Source: an optimization exercise on an open RTL-to-GDS flow (aim: small area, a short achievable clock period and few clock cycles per item). Production flows keep margins and buffers that such runs may drop. RTL that was checked went through simulation tests only; none was proved equivalent to the original. No activity file was given, so power comes from the tool's default toggle rates. The flow treats the clock pin as an ideal source, which a real chip does not have.

Setup of v13:
## rpa_pkt
module rpa_pkt #(
    parameter N = 128,     
    parameter B = 5000     
) (
    input             clk,
    input             rst,
    input             p_req_valid,
    output            p_req_ready,
    input      [31:0] p_req_data,
    output reg        p_rsp_valid,
    output reg [2:0]  p_rsp_status,
    input             c_req_valid,
    output reg        c_req_ready,
    input      [31:0] c_req_data,
    output reg        c_rsp_valid,
    output reg [2:0]  c_rsp_status,
    output reg        tx_enable,
    input             tx_ready,
    output            tx_send,
    output reg [7:0]  tx_data,
    input             tx_complete,
    input             rx_avail,
    output            rx_take,
    input      [7:0]  rx_data,
    input      [7:0]  ts_in
);
For scale: ~6900 cells after synthesis, about 5200 flip-flops, about 120000 um^2 of cells after synthesis.
==> flow/config.mk <==
export PLATFORM = sky130hd
export DESIGN_NAME = rpa_pkt
export DESIGN_NICKNAME = rpa_pkt
export VERILOG_FILES = /design/flow/design.v
export SDC_FILE = /design/flow/constraint.sdc
export NUM_CORES = 4
export LEC_CHECK = 0
export ABC_CLOCK_PERIOD_IN_PS = 4000
export CAP_MARGIN = 20
export CORE_MARGIN = 2
export CORE_UTILIZATION = 66
export CTS_BUF_LIST = sky130_fd_sc_hd__clkbuf_16
export CTS_CLUSTER_DIAMETER = 84
export CTS_CLUSTER_SIZE = 34
export SLEW_MARGIN = 20
export SYNTH_MEMORY_MAX_BITS = 8192
==> flow/constraint.sdc <==
create_clock -name core_clock -period 10.0 [get_ports {clk}]
set_input_delay 2.0000 -clock core_clock [delete_from_list [all_inputs] [get_ports {clk}]]
set_output_delay 2.0000 -clock core_clock [all_outputs]
set_load 0.01 [all_outputs]
standard.sh (not shown) runs the stock make flow with config.mk's settings and CLKGATE_MAP_FILE= SYNTH_SCRIPT=/design/flow/synth_recipe.tcl, a recipe that flattens the netlist after the stock synthesis.
==> flow/flow/run.sh <==
#!/bin/bash
# Standard synthesis unchanged, then the standard layout with a larger
# setup slack margin for the timing repair after CTS and global routing, and
# the smallest buffer as the port buffer (timing repair sizes it up where needed).
set -euo pipefail
MARGIN=${MARGIN:-5.6}
bash standard.sh synth > synth.log 2>&1
sed "s/CLKGATE_MAP_FILE= /CLKGATE_MAP_FILE= SETUP_SLACK_MARGIN=$MARGIN 'BUFFER_PORTS_ARGS=-buffer_cell sky130_fd_sc_hd__buf_1' /" standard.sh > standard_margin.sh
bash standard_margin.sh finish > layout.log 2>&1
Testbench counts of v13, summed over its fixed seeds: cycles 13,955, items 1,920.
Input-level comparison between v17 and v13:
- a change of CORE_UTILIZATION from 66 to 60
- a change of CTS_CLUSTER_SIZE from 34 to 32
--- a/flow/flow/run.sh
+++ b/flow/flow/run.sh
@@ -6 +6 @@
-MARGIN=${MARGIN:-5.6}
+MARGIN=${MARGIN:-5.75}
--- outcome ---
- Summary — met3 track demand over resource in global routing, v17 relative to v13: lower, by 0.16 points.
- Delta (v17 minus v13): total CTS buffers rose by 6.9%; met2 demand-to-capacity share in global routing now sits lower.
- Between v17 and v13, it is v17 whose clock-buffer cell count is higher, by about 7%.
- The synthesis-to-layout area growth in v17 sits 0.78 points above the value recorded for v13.
- Proportion of register bits with asynchronous set or reset after synthesis delta (v17 -> v13): insignificant
Modified inputs, v2 compared to v17
- SLEW_MARGIN changed from 20 to 5
- CAP_MARGIN changed from 20 to 5
--- a/flow/flow/run.sh
+++ b/flow/flow/run.sh
@@ -6 +6 @@
-MARGIN=${MARGIN:-5.75}
+MARGIN=${MARGIN:-5.6}
[summary]
Compared with v17, v2 shows a higher shortest clock period the worst path allows after layout. ~same portion of total power attributed to combinational logic in v2 and v17. Comparing v2 against v17, there is no change at all in floorplan core area.
Setup changes, v2 to v29
- changing CAP_MARGIN from 5 to 20
- changing SLEW_MARGIN from 5 to 20
Findings:
Status: wire length parity (v2, v29). Buffer count excluding the clock tree in the final layout came out exactly the same in v2 and v29. Any difference in power per standard cell area between v2 and v29 is small enough to ignore. Summary of v29 over v2: total power comparable, worst setup slack comparable, portion of total power attributed to combinational logic comparable. As far as utilization is concerned, v29 and v2 perform about the same. Looking at v2 and v29, the number of vias after detailed routing is a wash. v29 vs. v2: finished layout cell area held, simple logic cell fraction of the synthesized area level.

* * *

## old
rpa_pkt, a different RTL version from the one above (not shown whole).
Size in the first run: ~6500 cells after synthesis, ~5300 flip-flops, roughly 110 I/O pins.
// rpa_pkt
module rpa_pkt #(
    parameter N = 128,     
    parameter B = 5000     
) (
    input             clk,
    input             rst,
    input             p_req_valid,
    output            p_req_ready,
    input      [31:0] p_req_data,
    output reg        p_rsp_valid,
    output reg [2:0]  p_rsp_status,
    input             c_req_valid,
    output            c_req_ready,
    input      [31:0] c_req_data,
    output reg        c_rsp_valid,
    output reg [2:0]  c_rsp_status,
    output reg        tx_enable,
    input             tx_ready,
    output            tx_send,
    output     [7:0]  tx_data,
    input             tx_complete,
    input             rx_avail,
    output            rx_take,
    input      [7:0]  rx_data,
    input      [7:0]  ts_in
);
make LEC_CHECK=0 ABC_CLOCK_PERIOD_IN_PS=4000 CAP_MARGIN=20 CORE_MARGIN=2 CORE_UTILIZATION=60 SETUP_SLACK_MARGIN=5 SLEW_MARGIN=20 SYNTH_MEMORY_MAX_BITS=8192 finish   # period 10.0 ns
run.sh (not shown) runs the stock make flow with config.mk's settings and CLKGATE_MAP_FILE= SYNTH_SCRIPT=/design/flow/synth_recipe.tcl, a recipe that flattens the netlist after the stock synthesis.
Stock flow here: none of the scripts above is used.
old finished all stages; the layout is clean.
Input changes introduced in new (baseline for comparison: old):
Settings: ABC_CLOCK_PERIOD_IN_PS removed (was 4000); SETUP_SLACK_MARGIN removed (was 5).
Notes after the runs:
- Changes observed in new relative to old: end-of-flow core utilization down 0.34 points; maximum fanout along the worst path up 23.
- new vs old — fmax dropped 24%.
- new: flow completed, timing, DRC and antenna clean
No functional check of the RTL was part of any run of this note.

* * *

Setup of v11:
Another version of the RTL of rpa_pkt (not shown whole).
Size in the first run: roughly 6900 cells after synthesis, about 5300 flip-flops, about 110 I/O pins.
Settings: LEC_CHECK=0, ABC_CLOCK_PERIOD_IN_PS=4000, CAP_MARGIN=20, CORE_MARGIN=2, CORE_UTILIZATION=60, SETUP_SLACK_MARGIN=5, SLEW_MARGIN=20, SYNTH_MEMORY_MAX_BITS=8192; clock period 10.0 ns.
In summary, v11 completed successfully, with a layout that passed the timing, DRC and antenna checks.
diff inputs: v11 => v23
- CTS_CLUSTER_DIAMETER newly set to 80
- CTS_BUF_LIST newly set to sky130_fd_sc_hd__clkbuf_16
- CTS_CLUSTER_SIZE newly set to 30
Results
Side by side, combinational fraction of design power turned out higher in v23 than in v11.
In v23, the via count of the first global-routing pass came out 7.4% below the value in v11.
Where minimum clock period after layout is concerned, v11 is outperformed by v23.
In the metrics for v11 and v23, the one carrying the lower fraction of met1 tracks used by global routing is v23.
The final reports for v23 and v11 show wire length of the first global-routing pass lower in the former.
Re sequential share of layout area: v11 and v23 aren't equal, and the higher value belongs to v23.
Fmax: higher on v23
The higher final area of v11 and v23 is in v11.
Comparing v11 and v23, the lower data arrival at the endpoint of the critical path is on v23.
Sort v11 and v23 by setup slack of the critical path after layout asc -> top: v11
> inputs changed (v23 -> v45)
- changing CTS_CLUSTER_DIAMETER from 80 to 40
- changing CTS_CLUSTER_SIZE from 30 to 16
- changing CTS_BUF_LIST from sky130_fd_sc_hd__clkbuf_16 to sky130_fd_sc_hd__clkbuf_8
- Between v23 and v45, the flow reports non-filler instance count after layout increasing by a few percent.
- The first-pass GRT wire length in v45 sits 12 mm above the value recorded for v23.
- Higher fraction of power consumed by combinational cells among v23 and v45: v23
- Delta (v45 minus v23): non-clock buffer count +3, switching share of power picked up an extra 0.92 points, total count of hold-check failures in the final report was more or less identical.
- v45 ends up with a clock network power share that is 8.3 points higher than in v23.
- Via count of the first global-routing pass went up by a little under 10% going from v23 to v45.
No run of this note included a check of the RTL's function; only the layout flow was run.

* * *

rpa_pkt, a different RTL version from the one above (not shown whole).
Size in the first run: ~7,000 cells after synthesis, roughly 5,200 flip-flops, ~110 I/O pins, about 120,000 µm² of cells after synthesis.
==> flow/design.v (excerpt) <==
module rpa_pkt #(
    parameter N = 128,     
    parameter B = 5000     
) (
    input             clk,
    input             rst,
    input             p_req_valid,
    output            p_req_ready,
    input      [31:0] p_req_data,
    output reg        p_rsp_valid,
    output reg [2:0]  p_rsp_status,
    input             c_req_valid,
    output reg        c_req_ready,
    input      [31:0] c_req_data,
    output reg        c_rsp_valid,
    output reg [2:0]  c_rsp_status,
    output reg        tx_enable,
    input             tx_ready,
    output            tx_send,
    output reg [7:0]  tx_data,
    input             tx_complete,
    input             rx_avail,
    output            rx_take,
    input      [7:0]  rx_data,
    input      [7:0]  ts_in
);
clock: 10.0 ns
lec_check: 0
abc_clock_period_in_ps: 4000
cap_margin: 20
core_margin: 2
core_utilization: 60
cts_buf_list: sky130_fd_sc_hd__clkbuf_16
cts_cluster_diameter: 90
cts_cluster_size: 36
setup_slack_margin: 5
slew_margin: 20
synth_memory_max_bits: 8192
The first run completed without violations.
Testbench counts at the start, summed over its fixed seeds: cycles 13,955, items 1,920.
Next try:
==> flow/flow/run.sh (new file) <==
#!/bin/bash
# Standard synthesis unchanged, then the standard layout with a larger
# setup slack margin for the timing repair after CTS and global routing.
set -euo pipefail
MARGIN=${MARGIN:-5.6}
bash standard.sh synth > synth.log 2>&1
sed "s/CLKGATE_MAP_FILE= /CLKGATE_MAP_FILE= SETUP_SLACK_MARGIN=$MARGIN /" standard.sh > standard_margin.sh
bash standard_margin.sh finish > layout.log 2>&1
==> flow/standard.sh (new file) <==
#!/bin/bash
# synth_recipe.tcl (not shown) runs the flow's synth.tcl, then flattens the netlist and writes it again
# the make line also repeats each setting of config.mk as NAME=value (left out here)
make -C /OpenROAD-flow-scripts/flow DESIGN_CONFIG=/design/flow/config.mk WORK_HOME=/design/flow/orfs CLKGATE_MAP_FILE= SYNTH_SCRIPT=/design/flow/synth_recipe.tcl "${@:-finish}"
Settings changed: CTS_CLUSTER_DIAMETER 90 to 80, CTS_CLUSTER_SIZE 36 to 30, SETUP_SLACK_MARGIN 5 to default.
removed: flow/run.sh
The new run ran to the end with no violations.
Setup slack is better by 0.23 ns.
Critical path depth does not change.
Wire length increases slightly.
Total power increases by a few percent.
Non-clock buffer count goes up by 23.
Final cell count rises slightly.
Synthesized cell count does not change.
Clock-buffer cell count rose by 34.
Next try:
--- a/flow/flow/run.sh
+++ b/flow/flow/run.sh
@@ -1,5 +1,6 @@
 #!/bin/bash
 # Standard synthesis unchanged, then the standard layout with a larger
-# setup slack margin for the timing repair after CTS and global routing.
+# setup slack margin for the timing repair after CTS and global routing
+# and gate sizing not limited to the same cell footprint.
 set -euo pipefail
 MARGIN=${MARGIN:-5.6}
=> Clock skew does not change; final cell count stays the same; setup slack is unchanged; routed wire length stays the same; power is unchanged; fmax stays the same.
Next try:
Settings changed: ABC_CLOCK_PERIOD_IN_PS 4000 to 1000.
Cell count is unchanged; synthesized cell count is unchanged; setup slack is unchanged; sequential share of layout area stays the same.

* * *

run 1:
rpa_pkt, a different RTL version from the one above (not shown whole).
For scale: roughly 5300 flip-flops, about 110 I/O pins, roughly 120000 µm² of cells after synthesis.
Settings: LEC_CHECK=0, ABC_CLOCK_PERIOD_IN_PS=4000, CAP_MARGIN=20, CORE_MARGIN=2, CORE_UTILIZATION=60, CTS_BUF_LIST=sky130_fd_sc_hd__clkbuf_16, CTS_CLUSTER_DIAMETER=80, CTS_CLUSTER_SIZE=30, SLEW_MARGIN=20, SYNTH_MEMORY_MAX_BITS=8192; clock period 10.0 ns.
standard.sh (not shown) runs the stock make flow with config.mk's settings and CLKGATE_MAP_FILE= SYNTH_SCRIPT=/design/flow/synth_recipe.tcl, a recipe that flattens the netlist after the stock synthesis.
==> flow/flow/run.sh <==
#!/bin/bash
# Standard synthesis unchanged, then the standard layout with a larger
# setup slack margin for the timing repair after CTS and global routing.
set -euo pipefail
MARGIN=${MARGIN:-5.6}
bash standard.sh synth > synth.log 2>&1
sed "s/CLKGATE_MAP_FILE= /CLKGATE_MAP_FILE= SETUP_SLACK_MARGIN=$MARGIN /" standard.sh > standard_margin.sh
bash standard_margin.sh finish > layout.log 2>&1
Run 1: done, clean on timing, DRC and antenna
Modified inputs, run 2 compared to run 1
==> flow/run.sh (new file) <==
#!/bin/bash
# synth_recipe.tcl (not shown) runs the flow's synth.tcl, then flattens the netlist and writes it again
# the make line also repeats each setting of config.mk as NAME=value (left out here)
make -C /OpenROAD-flow-scripts/flow DESIGN_CONFIG=/design/flow/config.mk WORK_HOME=/design/flow/orfs CLKGATE_MAP_FILE= SYNTH_SCRIPT=/design/flow/synth_recipe.tcl finish
diff --git a/flow/config.mk b/flow/config.mk
--- a/flow/config.mk
+++ b/flow/config.mk
@@ -14,2 +14,3 @@
 export CTS_CLUSTER_SIZE = 30
+export SETUP_SLACK_MARGIN = 5
 export SLEW_MARGIN = 20
removed: flow/flow/run.sh
removed: flow/standard.sh
[summary]
- Lower non-clock buffer count was reported by run 2, not run 1.
- Initial antenna violation count: run 2 lower than run 1
- Number of clock buffers in the layout delta for run 2 relative to run 1: 0.49% lower
- When run 2 is set beside run 1, its peak supply drop turns out to be about 10% smaller.
- Taking run 1 as the reference point, the global-route total usage across every layer of run 2 falls by 0.17 points.
- Run 1 -> run 2: synthesized cell count delta 0, exact match
- Diff run 1 -> run 2 | wire length | down slightly
- Per the comparison of run 2 with run 1, multi-input gate area in the final layout now smaller, fraction of the core area covered by cells at the end of the flow shows a reduction of 0.15 points, final worst hold slack went down.
- Between run 2 and run 1, the count of final max-slew check failures does not differ in any meaningful way.
Function was not checked in any run of this note: the RTL went through the layout flow alone.

* * *

## north
Another version of the RTL of rpa_pkt (not shown whole).
Size: ~120,000 µm² of cells after synthesis.
Settings: LEC_CHECK=0, ABC_CLOCK_PERIOD_IN_PS=4000, CAP_MARGIN=20, CORE_MARGIN=2, CORE_UTILIZATION=60, CTS_BUF_LIST=sky130_fd_sc_hd__clkbuf_16, CTS_CLUSTER_DIAMETER=80, CTS_CLUSTER_SIZE=30, SLEW_MARGIN=20, SYNTH_HIERARCHICAL=1, SYNTH_MEMORY_MAX_BITS=8192, SYNTH_MINIMUM_KEEP_SIZE=0; clock period 10.0 ns.
==> flow/flow/run.sh <==
#!/bin/bash
# Standard synthesis unchanged, then the standard layout with a larger
# setup slack margin for the timing repair after CTS and global routing, and
# the smallest buffer as the port buffer (timing repair sizes it up where needed).
set -euo pipefail
MARGIN=${MARGIN:-5.6}
bash standard.sh synth > synth.log 2>&1
sed "s/CLKGATE_MAP_FILE= /CLKGATE_MAP_FILE= SETUP_SLACK_MARGIN=$MARGIN 'BUFFER_PORTS_ARGS=-buffer_cell sky130_fd_sc_hd__buf_1' /" standard.sh > standard_margin.sh
bash standard_margin.sh finish > layout.log 2>&1
Input-level comparison between south and north:
==> flow/flow/run.sh <==
#!/bin/bash
# Standard synthesis unchanged, then the standard layout with a larger
# setup slack margin for the timing repair after CTS and global routing.
set -euo pipefail
MARGIN=${MARGIN:-5.6}
bash standard.sh synth > synth.log 2>&1
sed "s/CLKGATE_MAP_FILE= /CLKGATE_MAP_FILE= SETUP_SLACK_MARGIN=$MARGIN /" standard.sh > standard_margin.sh
bash standard_margin.sh finish > layout.log 2>&1
Weighted congestion at the end of routability-driven global placement of south exceeds that of north slightly.
south and north ended up with roughly the same part of the total power dissipated in combinational logic.
Utilization after layout | south above north
Wire length on met1, south vs north: up slightly
Changes observed in south relative to north: via count flat, growth of design area from synthesis to finish up 0.43 points.
north -> south: non-clock buffer count decreased by more than 10%
Between south and north, the difference in switching share of power is negligible.
No run of this note included a check of the RTL's function; only the layout flow was run.

* * *

rpa_pkt, a different RTL version from the one above (not shown whole).
Size in the first run: ~7100 cells after synthesis, about 5300 flip-flops, ~110 I/O pins, about 120000 um^2 of cells after synthesis.
Design rpa_pkt, start of the top module:
module rpa_pkt #(
    parameter N = 128,     
    parameter B = 5000     
) (
    input             clk,
    input             rst,
    input             p_req_valid,
    output            p_req_ready,
    input      [31:0] p_req_data,
    output reg        p_rsp_valid,
    output reg [2:0]  p_rsp_status,
    input             c_req_valid,
    output reg        c_req_ready,
    input      [31:0] c_req_data,
    output reg        c_rsp_valid,
    output reg [2:0]  c_rsp_status,
    output reg        tx_enable,
    input             tx_ready,
    output            tx_send,
    output reg [7:0]  tx_data,
    input             tx_complete,
    input             rx_avail,
    output            rx_take,
    input      [7:0]  rx_data,
    input      [7:0]  ts_in
);
==> flow/config.mk <==
export PLATFORM = sky130hd
export DESIGN_NAME = rpa_pkt
export DESIGN_NICKNAME = rpa_pkt
export VERILOG_FILES = /design/flow/design.v
export SDC_FILE = /design/flow/constraint.sdc
export NUM_CORES = 4
export LEC_CHECK = 0
export ABC_CLOCK_PERIOD_IN_PS = 4000
export CAP_MARGIN = 20
export CORE_MARGIN = 2
export CORE_UTILIZATION = 60
export CTS_BUF_LIST = sky130_fd_sc_hd__clkbuf_16
export CTS_CLUSTER_DIAMETER = 80
export CTS_CLUSTER_SIZE = 30
export SLEW_MARGIN = 20
export SYNTH_MEMORY_MAX_BITS = 8192
==> flow/constraint.sdc <==
create_clock -name core_clock -period 10.0 [get_ports {clk}]
set_input_delay 2.0000 -clock core_clock [delete_from_list [all_inputs] [get_ports {clk}]]
set_output_delay 2.0000 -clock core_clock [all_outputs]
set_load 0.01 [all_outputs]
==> flow/flow/run.sh <==
#!/bin/bash
# Standard synthesis unchanged, then the standard layout with a larger
# setup slack margin for the timing repair after CTS and global routing,
# and gate sizing not limited to the same cell footprint.
set -euo pipefail
MARGIN=${MARGIN:-5.8}
bash standard.sh synth > synth.log 2>&1
sed "s/CLKGATE_MAP_FILE= /CLKGATE_MAP_FILE= SETUP_SLACK_MARGIN=$MARGIN MATCH_CELL_FOOTPRINT=0 /" standard.sh > standard_margin.sh
bash standard_margin.sh finish > layout.log 2>&1
Testbench counts at the start, summed over its fixed seeds: cycles 13,806, items 1,920.
==> next run, changes <==
==> flow/run.sh (new file) <==
#!/bin/bash
# synth_recipe.tcl (not shown) runs the flow's synth.tcl, then flattens the netlist and writes it again
# the make line also repeats each setting of config.mk as NAME=value (left out here)
make -C /OpenROAD-flow-scripts/flow DESIGN_CONFIG=/design/flow/config.mk WORK_HOME=/design/flow/orfs CLKGATE_MAP_FILE= SYNTH_SCRIPT=/design/flow/synth_recipe.tcl finish
SETUP_SLACK_MARGIN = 5   (was not set)
removed: flow/flow/run.sh
removed: flow/standard.sh
After rerunning:
- final area fell by 0.47%
- utilization fell by 0.31 points
- die area is unchanged
- setup slack got worse by 0.28 ns
- count of clock-buffer cells in the layout fell by 1
- power stays flat
- non-clock buffer count fell by 26
- maximum frequency fell by 5.7%

-- port drivers added, routing unchanged --
The results above use ideal ports. As a check the final layouts listed here were re-extracted and re-timed, cells and wires unchanged.
Step 1 assumes that a clkbuf_16 drives the clock port and a buf_2 every other input.
Step 2 also shifts input and output timing later by t, the mid clock arrival at the registers, as if the neighbouring blocks saw the same clock.
a / b / c = no drivers / after step 1 / after step 2; a / b = the first two.
run	shift t [ns]	slack for setup (ns)	worst slew at a driven data input, ns	pins driven straight from the clock port
v13	0.909	5.409 / 5.329 / 4.735	0.10	1
v17	0.938	5.402 / 5.276 / 4.753	0.19	1
v2	0.922	5.390 / 5.341 / 4.764	0.11	1
v29	0.922	5.390 / 5.341 / 4.764	0.11	1
old	1.030	4.879 / 4.841 / 4.492	0.05	1
new	1.034	3.304 / 3.215 / 3.304	0.03	1
v11	1.035	5.032 / 4.936 / 4.073	0.23	1
v23	0.925	5.054 / 4.925 / 4.120	0.22	1
v45	1.172	5.049 / 4.966 / 3.861	0.21	1
the first run of note 4	0.933	5.091 / 5.062 / 4.320	0.06	1
the second run of note 4	0.927	5.322 / 5.259 / 4.744	0.09	1
the third run of note 4	0.927	5.322 / 5.259 / 4.744	0.09	1
the fourth run of note 4	0.927	5.322 / 5.259 / 4.744	0.09	1
run 1	0.926	5.356 / 5.306 / 4.773	0.06	1
run 2	0.919	5.040 / 5.013 / 4.292	0.08	1
north	0.934	5.356 / 5.219 / 4.475	0.14	1
south	0.925	5.359 / 5.209 / 4.494	0.16	1
the first run of note 7	0.930	5.316 / 5.187 / 4.725	0.20	1
the second run of note 7	0.931	5.031 / 4.951 / 4.184	0.16	1
After both steps setup and hold are still met in every run listed. For v45, which loses most, drivers alone change the setup slack by -0.083 ns; drivers and shift together by -1.188 ns.
